Background: an optimization exercise with open tools, aiming at small area, a short achievable clock period and few clock cycles per item. Do not read the settings as production practice. Where RTL was checked, it was by simulation tests only, not by an equivalence proof against the original. Power and IR drop assume default switching activity.

==> inputs of run G <==
==> flow/design.v <==
module fquot (
    input  wire        clk,
    input  wire        rst,         
    input  wire        start,
    input  wire [47:0] n,
    input  wire [31:0] d,
    output reg         busy,
    output reg         done,
    output reg  [63:0] q
);
    localparam S_IDLE    = 2'd0;
    localparam S_DIV     = 2'd1;
    localparam S_ROUND   = 2'd2;
    localparam S_SPECIAL = 2'd3;
    reg [1:0]  state;
    reg [48:0] rem;             
    reg [47:0] div;             
    reg [54:0] quo;             
    reg [5:0]  cnt;
    reg signed [12:0] exp_base;  
    reg [5:0] ln;
    reg [5:0] ld;
    integer i;
    always @* begin
        ln = 6'd0;
        for (i = 0; i < 48; i = i + 1)
            if (n[i]) ln = i[5:0];
        ld = 6'd0;
        for (i = 0; i < 32; i = i + 1)
            if (d[i]) ld = i[5:0];
    end
    wire [47:0] n_norm = n << (6'd47 - ln);
    wire [47:0] d_norm = {d, 16'd0} << (6'd31 - ld);
    wire        ge      = rem >= {1'b0, div};
    wire [48:0] rem_sub = ge ? rem - {1'b0, div} : rem;
    wire        top     = quo[54];
    wire [52:0] sig     = top ? quo[54:2] : quo[53:1];
    wire        rbit    = top ? quo[1] : quo[0];
    wire        sticky  = (top & quo[0]) | (rem != 49'd0);
    wire        inc     = rbit & (sticky | sig[0]);
    wire [53:0] sig_rnd = {1'b0, sig} + {53'd0, inc};
    wire signed [12:0] exp_unb = exp_base - (top ? 13'sd0 : 13'sd1) + (sig_rnd[53] ? 13'sd1 : 13'sd0);
    wire [10:0] exp_bits = exp_unb[10:0] + 11'd1023;
    wire [51:0] frac     = sig_rnd[53] ? sig_rnd[52:1] : sig_rnd[51:0];
    always @(posedge clk) begin
        if (rst) begin
            state    <= S_IDLE;
            busy     <= 1'b0;
            done     <= 1'b0;
            q        <= 64'd0;
            rem      <= 49'd0;
            div      <= 48'd0;
            quo      <= 55'd0;
            cnt      <= 6'd0;
            exp_base <= 13'sd0;
        end else begin
            done <= 1'b0;
            case (state)
                S_IDLE: begin
                    if (start) begin
                        busy <= 1'b1;
                        if (d == 32'd0) begin
                            q     <= 64'h7FF0_0000_0000_0000;
                            state <= S_SPECIAL;
                        end else if (n == 48'd0) begin
                            q     <= 64'd0;
                            state <= S_SPECIAL;
                        end else begin
                            rem      <= {1'b0, n_norm};
                            div      <= d_norm;
                            quo      <= 55'd0;
                            cnt      <= 6'd0;
                            exp_base <= $signed({7'd0, ln}) - $signed({7'd0, ld});
                            state    <= S_DIV;
                        end
                    end
                end
                S_DIV: begin
                    quo <= {quo[53:0], ge};
                    rem <= {rem_sub[47:0], 1'b0};
                    cnt <= cnt + 6'd1;
                    if (cnt == 6'd54) state <= S_ROUND;
                end
                S_ROUND: begin
                    q     <= {1'b0, exp_bits, frac};
                    busy  <= 1'b0;
                    done  <= 1'b1;
                    state <= S_IDLE;
                end
                S_SPECIAL: begin
                    busy  <= 1'b0;
                    done  <= 1'b1;
                    state <= S_IDLE;
                end
                default: state <= S_IDLE;
            endcase
        end
    end
endmodule
==> flow/run.sh <==
#!/bin/bash
# synth_recipe.tcl (not shown) runs the flow's synth.tcl, then flattens the netlist and writes it again
# the make line also repeats each setting of config.mk as NAME=value (left out here)
make -C /OpenROAD-flow-scripts/flow DESIGN_CONFIG=/design/flow/config.mk WORK_HOME=/design/flow/orfs CLKGATE_MAP_FILE= SYNTH_SCRIPT=/design/flow/synth_recipe.tcl finish
==> flow/config.mk <==
export PLATFORM = sky130hd
export DESIGN_NAME = fquot
export DESIGN_NICKNAME = fquot
export VERILOG_FILES = /design/flow/design.v
export SDC_FILE = /design/flow/constraint.sdc
export NUM_CORES = 4
export LEC_CHECK = 0
export CAP_MARGIN = 20
export CORE_MARGIN = 2
export CORE_UTILIZATION = 40
export SLEW_MARGIN = 20
==> flow/constraint.sdc <==
create_clock -name core_clock -period 10.0 [get_ports {clk}]
set_input_delay 2.0000 -clock core_clock [delete_from_list [all_inputs] [get_ports {clk}]]
set_output_delay 2.0000 -clock core_clock [all_outputs]
set_load 0.01 [all_outputs]
==> run F: changes against run G <==
==> flow/design.v (replaced) <==
module fquot (
    input  wire        clk,
    input  wire        rst,         
    input  wire        start,
    input  wire [47:0] n,
    input  wire [31:0] d,
    output reg         busy,
    output reg         done,
    output reg  [63:0] q
);
    reg        run;             
    reg        dvd;             
    reg [31:0] rem;             
    reg [31:0] dv;              
    reg [6:0]  em1;             
    reg [5:0]  cnt;             
    wire        n_ok  = rem[30];
    wire        n_z8  = (rem[30:23] == 8'd0);
    wire        n_z   = n_z8 && (rem[22:0] == 23'd0) && (q[63:47] == 17'd0);
    wire        d_ok  = dv[31];
    wire        d_z8  = (dv[31:24] == 8'd0);
    wire        d_z   = (dv == 32'd0);
    wire        norm  = dvd || (n_ok && d_ok);
    wire [32:0] x     = {rem, q[63]};
    wire [32:0] diff  = x - {1'b0, dv};
    wire        ge    = norm && !diff[32];
    wire [31:0] rnext = ge ? diff[31:0] : x[31:0];
    wire [6:0]  sn    = n_ok ? 7'd0 : (n_z8 ? 7'd8 : 7'd1);
    wire [6:0]  sd    = d_ok ? 7'd0 : (d_z8 ? 7'd8 : 7'd1);
    wire        sticky = (rem != 32'd0);
    wire        inc    = q[0] & (sticky | q[1]);
    wire [52:0] frnd   = {1'b0, q[52:1]} + {52'd0, inc};
    wire [6:0]  ez     = em1 + {6'd0, frnd[52]};
    wire [10:0] ebits  = {~ez[6], {3{ez[6]}}, ez};
    always @(posedge clk) begin
        if (rst) begin
            busy <= 1'b0;
            done <= 1'b0;
            run  <= 1'b0;
        end else begin
            done <= 1'b0;
            if (!busy) begin
                if (start) begin
                    busy <= 1'b1;
                    run  <= 1'b1;
                end
            end else if (run) begin
                if (!dvd && (d_z || n_z)) begin
                    busy <= 1'b0;
                    done <= 1'b1;
                    run  <= 1'b0;
                end else if (norm && cnt == 6'd53) begin
                    run <= 1'b0;
                end
            end else begin
                busy <= 1'b0;
                done <= 1'b1;
            end
        end
    end
    always @(posedge clk) begin
        if (!busy) begin
            if (start) begin
                rem <= {1'b0, n[47:17]};
                q   <= {n[16:0], 47'd0};
                dv  <= d;
                em1 <= 7'd15;
                cnt <= 6'd0;
                dvd <= 1'b0;
            end
        end else if (run) begin
            if (!dvd && d_z) begin
                q <= 64'h7FF0_0000_0000_0000;
            end else if (!dvd && n_z) begin
                q <= 64'd0;
            end else if (norm) begin
                dvd <= 1'b1;
                rem <= rnext;
                q   <= {q[62:0], ge};
                if (ge || cnt != 6'd0) cnt <= cnt + 6'd1;
                else em1 <= em1 - 7'd1;
            end else begin
                if (!n_ok) begin
                    if (n_z8) begin
                        rem <= {rem[23:0], q[63:56]};
                        q   <= {q[55:0], 8'd0};
                    end else begin
                        rem <= {rem[30:0], q[63]};
                        q   <= {q[62:0], 1'b0};
                    end
                end
                if (!d_ok) dv <= d_z8 ? {dv[23:0], 8'd0} : {dv[30:0], 1'b0};
                em1 <= em1 + sd - sn;
            end
        end else begin
            q <= {1'b0, ebits, frnd[51:0]};
        end
    end
endmodule
- ABC_CLOCK_PERIOD_IN_PS: not set -> 2000
- SETUP_SLACK_MARGIN: not set -> 5
==> run notes <==
item	run F	run G
Result of the run	timing/DRC/antenna clean	timing/DRC/antenna clean
Worst voltage drop across the vdd grid	88.1 uV	112 uV
GR Util All Layers	24.8%	29.5%
Total Power Consumption	2170 uW	3090 uW
Most frequent cell on the critical path	ha_1	buf_4
Combinational group power	657 uW	1100 uW
CTS Buffer Depth	2	3
Clock network power share	30.3%	33.4%
NetSw	797 uW	1150 uW
DR WL met2	17.0 mm	32.4 mm
Cell type of the slowest stage on the worst timing path	or4_1	nor2_1
Initial core utilization	40.9%	40.7%
Count of H-tree levels built during CTS	4	1
Critical Path Stages	18	12
Power consumed by sequential cells	853 uW	961 uW
Layout Skew	25.4 ps	23.8 ps
Fraction of power consumed by sequential logic	39.4%	31.1%
Worst reg2reg setup slack	5390 ps	4640 ps
Power per Cell Area	157 nW/um^2	146 nW/um^2
Yosys cell types	71	103
Post-DP Area	13200 um^2	20200 um^2
Standard-cell rows	61	78
Routed wire length on met3	2.56 mm	6.16 mm
Highest net fanout along the worst path	18	52
Testbench counts of run G, summed over its fixed seeds: cycles 28,799, divisions 512.
For run F, only the layout was checked, not whether the RTL still works.

==> build 86: inputs <==
Another version of the RTL of fquot (not shown whole).
==> module fquot, before the edit <==
module fquot (
    input  wire        clk,
    input  wire        rst,         
    input  wire        start,
    input  wire [47:0] n,
    input  wire [31:0] d,
    output reg         busy,
    output reg         done,
    output reg  [63:0] q
);
    reg        run;             
    reg        dvd;             
    reg        zn, zd;          
    reg [31:0] rem;             
    reg [31:0] dv;              
    reg [6:0]  em1;             
    reg [5:0]  cnt;             
    wire        n_ok  = rem[30];
    wire        n_z8  = (rem[30:23] == 8'd0);
    wire        d_ok  = dv[31];
    wire        d_z8  = (dv[31:24] == 8'd0);
    wire        go    = dvd || (n_ok && d_ok);
    wire        spec  = zn || zd;
    wire        last1 = (cnt == 6'd53);             
    wire [32:0] x1    = {rem, q[63]};
    wire [32:0] df1   = x1 - {1'b0, dv};
    wire        ge1   = go && !df1[32];
    wire [31:0] r1    = ge1 ? df1[31:0] : x1[31:0];
    wire [32:0] x2    = {r1, q[62]};
    wire [32:0] df2   = x2 - {1'b0, dv};
    wire        ge2   = !df2[32];
    wire [31:0] r2    = ge2 ? df2[31:0] : x2[31:0];
    wire [6:0]  sn    = n_ok ? 7'd0 : (n_z8 ? 7'd8 : 7'd1);
    wire [6:0]  sd    = d_ok ? 7'd0 : (d_z8 ? 7'd8 : 7'd1);
    wire        sticky = (rem != 32'd0);
    wire        inc    = q[0] & (sticky | q[1]);
    wire [52:0] frnd   = {1'b0, q[52:1]} + {52'd0, inc};
    wire [6:0]  ez     = em1 + {6'd0, frnd[52]};
    wire [10:0] ebits  = {~ez[6], {3{ez[6]}}, ez};
    always @(posedge clk) begin
        if (rst) begin
            busy <= 1'b0;
            done <= 1'b0;
            run  <= 1'b0;
        end else begin
            done <= 1'b0;
            if (!busy) begin
                if (start) begin
                    busy <= 1'b1;
                    run  <= 1'b1;
                end
            end else if (run) begin
                if (spec) begin
                    busy <= 1'b0;
                    done <= 1'b1;
                    run  <= 1'b0;
                end else if (dvd && (last1 || cnt == 6'd52)) begin
                    run <= 1'b0;
                end
            end else begin
                busy <= 1'b0;
                done <= 1'b1;
            end
        end
    end
    always @(posedge clk) begin
        if (!busy) begin
            rem <= {1'b0, n[47:17]};
            dv  <= d;
            zn  <= (n == 48'd0);
            zd  <= (d == 32'd0);
            em1 <= 7'd15;
            cnt <= 6'd0;
            dvd <= 1'b0;
            if (start)
                q <= {n[16:0], 47'd0};
        end else if (run) begin
            if (spec) begin
                q <= {1'b0, {11{zd}}, 52'd0};
            end else if (go) begin
                dvd <= 1'b1;
                if (last1) begin
                    rem <= r1;
                    q   <= {q[62:0], ge1};
                    cnt <= cnt + 6'd1;
                end else begin
                    rem <= r2;
                    q   <= {q[61:0], ge1, ge2};
                    if (ge1 || cnt != 6'd0) cnt <= cnt + 6'd2;
                    else begin
                        cnt <= 6'd1;
                        em1 <= em1 - 7'd1;
                    end
                end
            end else begin
                if (!n_ok) begin
                    if (n_z8) begin
                        rem <= {rem[23:0], q[63:56]};
                        q   <= {q[55:0], 8'd0};
                    end else begin
                        rem <= r1;
                        q   <= {q[62:0], 1'b0};
                    end
                end
                if (!d_ok) dv <= d_z8 ? {dv[23:0], 8'd0} : {dv[30:0], 1'b0};
                em1 <= em1 + sd - sn;
            end
        end else begin
            q <= {1'b0, ebits, frnd[51:0]};
        end
    end
endmodule
export LEC_CHECK = 0
export CAP_MARGIN = 20
export CORE_MARGIN = 2
export CORE_UTILIZATION = 40
export SLEW_MARGIN = 20
create_clock -name core_clock -period 10.0 [get_ports {clk}]
run.sh (not shown) runs the stock make flow with config.mk's settings and CLKGATE_MAP_FILE= SYNTH_SCRIPT=/design/flow/synth_recipe.tcl, a recipe that flattens the netlist after the stock synthesis.
==> build 51: changes against build 86 <==
==> flow/design.v (replaced) <==
module fquot (
    input  wire        clk,
    input  wire        rst,         
    input  wire        start,
    input  wire [47:0] n,
    input  wire [31:0] d,
    output reg         busy,
    output reg         done,
    output reg  [63:0] q
);
    reg        run;             
    reg        dvd;             
    reg        fst;             
    reg        zn, zd;          
    reg [31:0] rem;             
    reg [31:0] dv;              
    reg [33:0] d3;              
    reg [6:0]  em1;             
    reg [4:0]  cnt;             
    wire        n_ok  = rem[31] || rem[30];
    wire        n_z8  = (rem[30:23] == 8'd0);
    wire        n_z2  = (rem[30:29] == 2'd0);
    wire        d_ok  = dv[31];
    wire        d_z8  = (dv[31:24] == 8'd0);
    wire        d_z2  = (dv[31:30] == 2'd0);
    wire        spec  = zn || zd;
    wire [33:0] x     = {rem, q[63:62]};
    wire [34:0] s1    = {1'b0, x} - {3'd0, dv};
    wire [34:0] s2    = {1'b0, x} - {2'd0, dv, 1'b0};
    wire [34:0] s3    = {1'b0, x} - {1'b0, d3};
    wire        c1    = !s1[34];
    wire        c2    = !s2[34];
    wire        c3    = !s3[34];
    wire        go    = dvd || (n_ok && d_ok && !fst);
    wire        fix   = !dvd && !c2;                
    wire        last  = (cnt == 5'd26);
    wire        qh    = c2;
    wire        ql    = c3 || (c1 && !c2);
    wire [31:0] rd    = c3 ? s3[31:0] : c2 ? s2[31:0] : c1 ? s1[31:0] : x[31:0];
    wire [1:0]  dsh   = d_ok ? 2'd0 : d_z8 ? 2'd3 : d_z2 ? 2'd2 : 2'd1;
    wire [6:0]  sn    = (go && fix) ? 7'd1 : go ? 7'd0 :
                        n_ok ? 7'd0 : n_z8 ? 7'd8 : n_z2 ? 7'd2 : 7'd1;
    wire [6:0]  sd    = dsh == 2'd3 ? 7'd8 : {5'd0, dsh};
    wire [31:0] dvn   = dsh == 2'd3 ? {dv[23:0], 8'd0} :
                        dsh == 2'd2 ? {dv[29:0], 2'd0} :
                        dsh == 2'd1 ? {dv[30:0], 1'b0} : dv;
    wire [33:0] d3r   = {2'd0, dv} + {1'b0, dv, 1'b0};
    wire [33:0] d3n   = dsh == 2'd3 ? {d3r[25:0], 8'd0} :
                        dsh == 2'd2 ? {d3r[31:0], 2'd0} :
                        dsh == 2'd1 ? {d3r[32:0], 1'b0} : d3r;
    wire [51:0] ones;           
    genvar gi;
    generate
        for (gi = 0; gi < 52; gi = gi + 1) begin : g_inc
            assign ones[gi] = &q[gi:0];
        end
    endgenerate
    wire [51:0] frnd   = q[52:1] ^ ones;
    wire [10:0] ebits  = {~em1[6], {3{em1[6]}}, em1};
    always @(posedge clk) begin
        if (rst) begin
            busy <= 1'b0;
            done <= 1'b0;
            run  <= 1'b0;
        end else begin
            done <= 1'b0;
            if (!busy) begin
                if (start) begin
                    busy <= 1'b1;
                    run  <= 1'b1;
                end
            end else if (run) begin
                if (spec) begin
                    busy <= 1'b0;
                    done <= 1'b1;
                    run  <= 1'b0;
                end else if (dvd && last) begin
                    run <= 1'b0;
                end
            end else begin
                busy <= 1'b0;
                done <= 1'b1;
            end
        end
    end
    always @(posedge clk) begin
        d3 <= d3n;
        if (!busy) begin
            rem <= {1'b0, n[47:17]};
            dv  <= d;
            zn  <= (n == 48'd0);
            zd  <= (d == 32'd0);
            em1 <= 7'd15;
            cnt <= 5'd0;
            dvd <= 1'b0;
            fst <= 1'b1;
            if (start)
                q <= {n[16:0], 47'd0};
        end else if (run) begin
            fst <= 1'b0;
            if (spec) begin
                q <= {1'b0, {11{zd}}, 52'd0};
            end else if (go && !fix) begin
                dvd <= 1'b1;
                rem <= rd;
                q   <= {q[61:0], qh, ql};
                cnt <= cnt + 5'd1;
            end else begin
                if (go || !n_ok) begin
                    if (go || (!n_z8 && !n_z2)) begin
                        rem <= x[32:1];
                        q   <= {q[62:0], 1'b0};
                    end else if (n_z8) begin
                        rem <= {rem[23:0], q[63:56]};
                        q   <= {q[55:0], 8'd0};
                    end else begin
                        rem <= x[31:0];
                        q   <= {q[61:0], 2'd0};
                    end
                end
                dv  <= dvn;
                em1 <= em1 + sd - sn;
            end
        end else begin
            q <= {1'b0, ebits, frnd};
        end
    end
endmodule
==> flow/flow/run.sh (new file) <==
#!/bin/bash
set -euo pipefail
bash standard.sh SETUP_SLACK_MARGIN=6.5 finish > make_finish.log 2>&1
==> flow/standard.sh (new file) <==
#!/bin/bash
# synth_recipe.tcl (not shown) runs the flow's synth.tcl, then flattens the netlist and writes it again
# the make line also repeats each setting of config.mk as NAME=value (left out here)
make -C /OpenROAD-flow-scripts/flow DESIGN_CONFIG=/design/flow/config.mk WORK_HOME=/design/flow/orfs CLKGATE_MAP_FILE= SYNTH_SCRIPT=/design/flow/synth_recipe.tcl "${@:-finish}"
Settings changed: ABC_CLOCK_PERIOD_IN_PS set to 2000.
removed: flow/run.sh
==> trial 27: changes against build 86 <==
--- a/flow/design.v
+++ b/flow/design.v
@@ -17,8 +17,10 @@
     reg [5:0]  cnt;             
     wire        n_ok  = rem[30];
     wire        n_z8  = (rem[30:23] == 8'd0);
+    wire        n_z2  = (rem[30:29] == 2'd0);
     wire        d_ok  = dv[31];
     wire        d_z8  = (dv[31:24] == 8'd0);
+    wire        d_z2  = (dv[31:30] == 2'd0);
     wire        go    = dvd || (n_ok && d_ok);
     wire        spec  = zn || zd;
     wire        last1 = (cnt == 6'd53);             
@@ -28,10 +30,10 @@
     wire [31:0] r1    = ge1 ? df1[31:0] : x1[31:0];
     wire [32:0] x2    = {r1, q[62]};
     wire [32:0] df2   = x2 - {1'b0, dv};
-    wire        ge2   = !df2[32];
+    wire        ge2   = go && !df2[32];
     wire [31:0] r2    = ge2 ? df2[31:0] : x2[31:0];
-    wire [6:0]  sn    = n_ok ? 7'd0 : (n_z8 ? 7'd8 : 7'd1);
-    wire [6:0]  sd    = d_ok ? 7'd0 : (d_z8 ? 7'd8 : 7'd1);
+    wire [6:0]  sn    = n_ok ? 7'd0 : n_z8 ? 7'd8 : n_z2 ? 7'd2 : 7'd1;
+    wire [6:0]  sd    = d_ok ? 7'd0 : d_z8 ? 7'd8 : d_z2 ? 7'd2 : 7'd1;
     wire        sticky = (rem != 32'd0);
     wire        inc    = q[0] & (sticky | q[1]);
     wire [52:0] frnd   = {1'b0, q[52:1]} + {52'd0, inc};
@@ -97,12 +99,15 @@
                     if (n_z8) begin
                         rem <= {rem[23:0], q[63:56]};
                         q   <= {q[55:0], 8'd0};
+                    end else if (n_z2) begin
+                        rem <= r2;
+                        q   <= {q[61:0], 2'd0};
                     end else begin
                         rem <= r1;
                         q   <= {q[62:0], 1'b0};
                     end
                 end
-                if (!d_ok) dv <= d_z8 ? {dv[23:0], 8'd0} : {dv[30:0], 1'b0};
+                if (!d_ok) dv <= d_z8 ? {dv[23:0], 8'd0} : d_z2 ? {dv[29:0], 2'd0} : {dv[30:0], 1'b0};
                 em1 <= em1 + sd - sn;
             end
         end else begin
Settings changed: SETUP_SLACK_MARGIN set to 5.
==> trial 53: changes against build 86 <==
==> flow/design.v (replaced) <==
module fquot (
    input  wire        clk,
    input  wire        rst,         
    input  wire        start,
    input  wire [47:0] n,
    input  wire [31:0] d,
    output reg         busy,
    output reg         done,
    output reg  [63:0] q
);
    reg        run;             
    reg        dvd;             
    reg [31:0] rem;             
    reg [31:0] dv;              
    reg [6:0]  em1;             
    reg [5:0]  cnt;             
    wire        n_ok  = rem[30];
    wire        n_z8  = (rem[30:23] == 8'd0);
    wire        n_z   = n_z8 && (rem[22:0] == 23'd0) && (q[63:47] == 17'd0);
    wire        d_ok  = dv[31];
    wire        d_z8  = (dv[31:24] == 8'd0);
    wire        d_z   = (dv == 32'd0);
    wire        norm  = dvd || (n_ok && d_ok);
    wire [32:0] x     = {rem, q[63]};
    wire [32:0] diff  = x - {1'b0, dv};
    wire        ge    = norm && !diff[32];
    wire [31:0] rnext = ge ? diff[31:0] : x[31:0];
    wire [6:0]  sn    = n_ok ? 7'd0 : (n_z8 ? 7'd8 : 7'd1);
    wire [6:0]  sd    = d_ok ? 7'd0 : (d_z8 ? 7'd8 : 7'd1);
    wire        sticky = (rem != 32'd0);
    wire        inc    = q[0] & (sticky | q[1]);
    wire [52:0] frnd   = {1'b0, q[52:1]} + {52'd0, inc};
    wire [6:0]  ez     = em1 + {6'd0, frnd[52]};
    wire [10:0] ebits  = {~ez[6], {3{ez[6]}}, ez};
    always @(posedge clk) begin
        if (rst) begin
            busy <= 1'b0;
            done <= 1'b0;
            run  <= 1'b0;
        end else begin
            done <= 1'b0;
            if (!busy) begin
                if (start) begin
                    busy <= 1'b1;
                    run  <= 1'b1;
                end
            end else if (run) begin
                if (!dvd && (d_z || n_z)) begin
                    busy <= 1'b0;
                    done <= 1'b1;
                    run  <= 1'b0;
                end else if (norm && cnt == 6'd53) begin
                    run <= 1'b0;
                end
            end else begin
                busy <= 1'b0;
                done <= 1'b1;
            end
        end
    end
    always @(posedge clk) begin
        if (!busy) begin
            if (start) begin
                rem <= {1'b0, n[47:17]};
                q   <= {n[16:0], 47'd0};
                dv  <= d;
                em1 <= 7'd15;
                cnt <= 6'd0;
                dvd <= 1'b0;
            end
        end else if (run) begin
            if (!dvd && d_z) begin
                q <= 64'h7FF0_0000_0000_0000;
            end else if (!dvd && n_z) begin
                q <= 64'd0;
            end else if (norm) begin
                dvd <= 1'b1;
                rem <= rnext;
                q   <= {q[62:0], ge};
                if (ge || cnt != 6'd0) cnt <= cnt + 6'd1;
                else em1 <= em1 - 7'd1;
            end else begin
                if (!n_ok) begin
                    if (n_z8) begin
                        rem <= {rem[23:0], q[63:56]};
                        q   <= {q[55:0], 8'd0};
                    end else begin
                        rem <= {rem[30:0], q[63]};
                        q   <= {q[62:0], 1'b0};
                    end
                end
                if (!d_ok) dv <= d_z8 ? {dv[23:0], 8'd0} : {dv[30:0], 1'b0};
                em1 <= em1 + sd - sn;
            end
        end else begin
            q <= {1'b0, ebits, frnd[51:0]};
        end
    end
endmodule
==> impl_metrics.json <==
{
  "synth_xor_area_share_pct": 6.52,
  "nClkBuffers": 17,
  "synth.area.mux_share_pct": 1.43,
  "totalWireLength_um": 83900,
  "r2r_end": "em1[6]",
  "die_w_um": 227,
  "status": "timing/DRC/antenna clean",
  "dp_cells": 3263,
  "drive_gt1_share_pct": 17.9,
  "regArea_um2": 4920,
  "clk_share_pct": 2.29
}
-- figures above: build 51

==> impl_metrics.json <==
{
  "die_w_um": 200,
  "nClkBuffers": 20,
  "synth.area.mux_share_pct": 6.78,
  "r2r_end": "rem[8]",
  "regArea_um2": 4240,
  "drive_gt1_share_pct": 16.1,
  "synth_xor_area_share_pct": 6.32,
  "clk_share_pct": 2.88,
  "status": "timing/DRC/antenna clean",
  "crit_start": "rem[27]"
}
-- figures above: trial 27

==> impl_metrics.json <==
{
  "synth.area.mux_share_pct": 5.01,
  "nClkBuffers": 17,
  "synth_xor_area_share_pct": 7.28,
  "totalWireLength_um": 38100,
  "synth-adder-area-share_pct": 6.33,
  "drive_gt1_share_pct": 5.33,
  "regArea_um2": 4330,
  "status": "timing/DRC/antenna clean",
  "dp_cells": 1749,
  "clk_share_pct": 4.27
}
-- figures above: trial 53

==> impl_metrics.json <==
{
  "status": "timing/DRC/antenna clean",
  "cts_tree": "yes",
  "finalCritPeriodShare_pct": 79.9,
  "synth_xor_area_share_pct": 7.05,
  "die_w_um": 189,
  "drive_gt1_share_pct": 4.75,
  "clk_share_pct": 3.99,
  "totalWireLength_um": 49400,
  "nClkBuffers": 17,
  "synth.area.mux_share_pct": 1.56,
  "pg_comb_uw": 1470
}
-- figures above: build 86

Testbench counts of build 51, summed over its fixed seeds: cycles 17,137, divisions 512.
No functional check of the RTL was part of build 86, trial 27 and trial 53.

==> separate check: timing with driven ports <==
The results above use ideal ports. As a check the final layouts listed here were re-extracted and re-timed, cells and wires unchanged. Step 1 assumes that a clkbuf_16 drives the clock port and a buf_2 every other input. Step 2 moves the port delays by t, midway between the first and last clock arrival at a register: inputs arrive t later, outputs are due t later. That takes back most of the time a late clock gives input paths. Three values: no drivers, after step 1, after step 2; two values: the first two.
run | shift t [ns] | setup WS [ns] | hold WS [ns] | latest minus earliest clock arrival (ns) | slew at the worst register clock pin (ns)
run G | 0.607 | 3.696 / 3.733 / 3.126 | 0.452 / 0.452 / 0.452 | 0.027 / 0.027 | 0.07 / 0.07
run F | 0.483 | 5.389 / 5.389 / 5.389 | 0.645 / 0.645 / 0.645 | 0.025 / 0.025 | 0.09 / 0.09
build 86 | 0.496 | 2.011 / 2.011 / 2.011 | 0.531 / 0.531 / 0.531 | 0.020 / 0.019 | 0.08 / 0.08
build 51 | 0.572 | 5.698 / 5.698 / 5.698 | 0.512 / 0.512 / 0.512 | 0.025 / 0.025 | 0.09 / 0.09
trial 27 | 0.493 | 4.142 / 4.142 / 4.142 | 0.525 / 0.525 / 0.525 | 0.015 / 0.014 | 0.07 / 0.07
trial 53 | 0.485 | 4.876 / 4.876 / 4.876 | 0.654 / 0.654 / 0.654 | 0.022 / 0.022 | 0.08 / 0.08
After both steps setup and hold are still met in every run listed. The setup slack of run G, which loses most, moves by +0.037 ns with the drivers and by -0.570 ns with both steps.
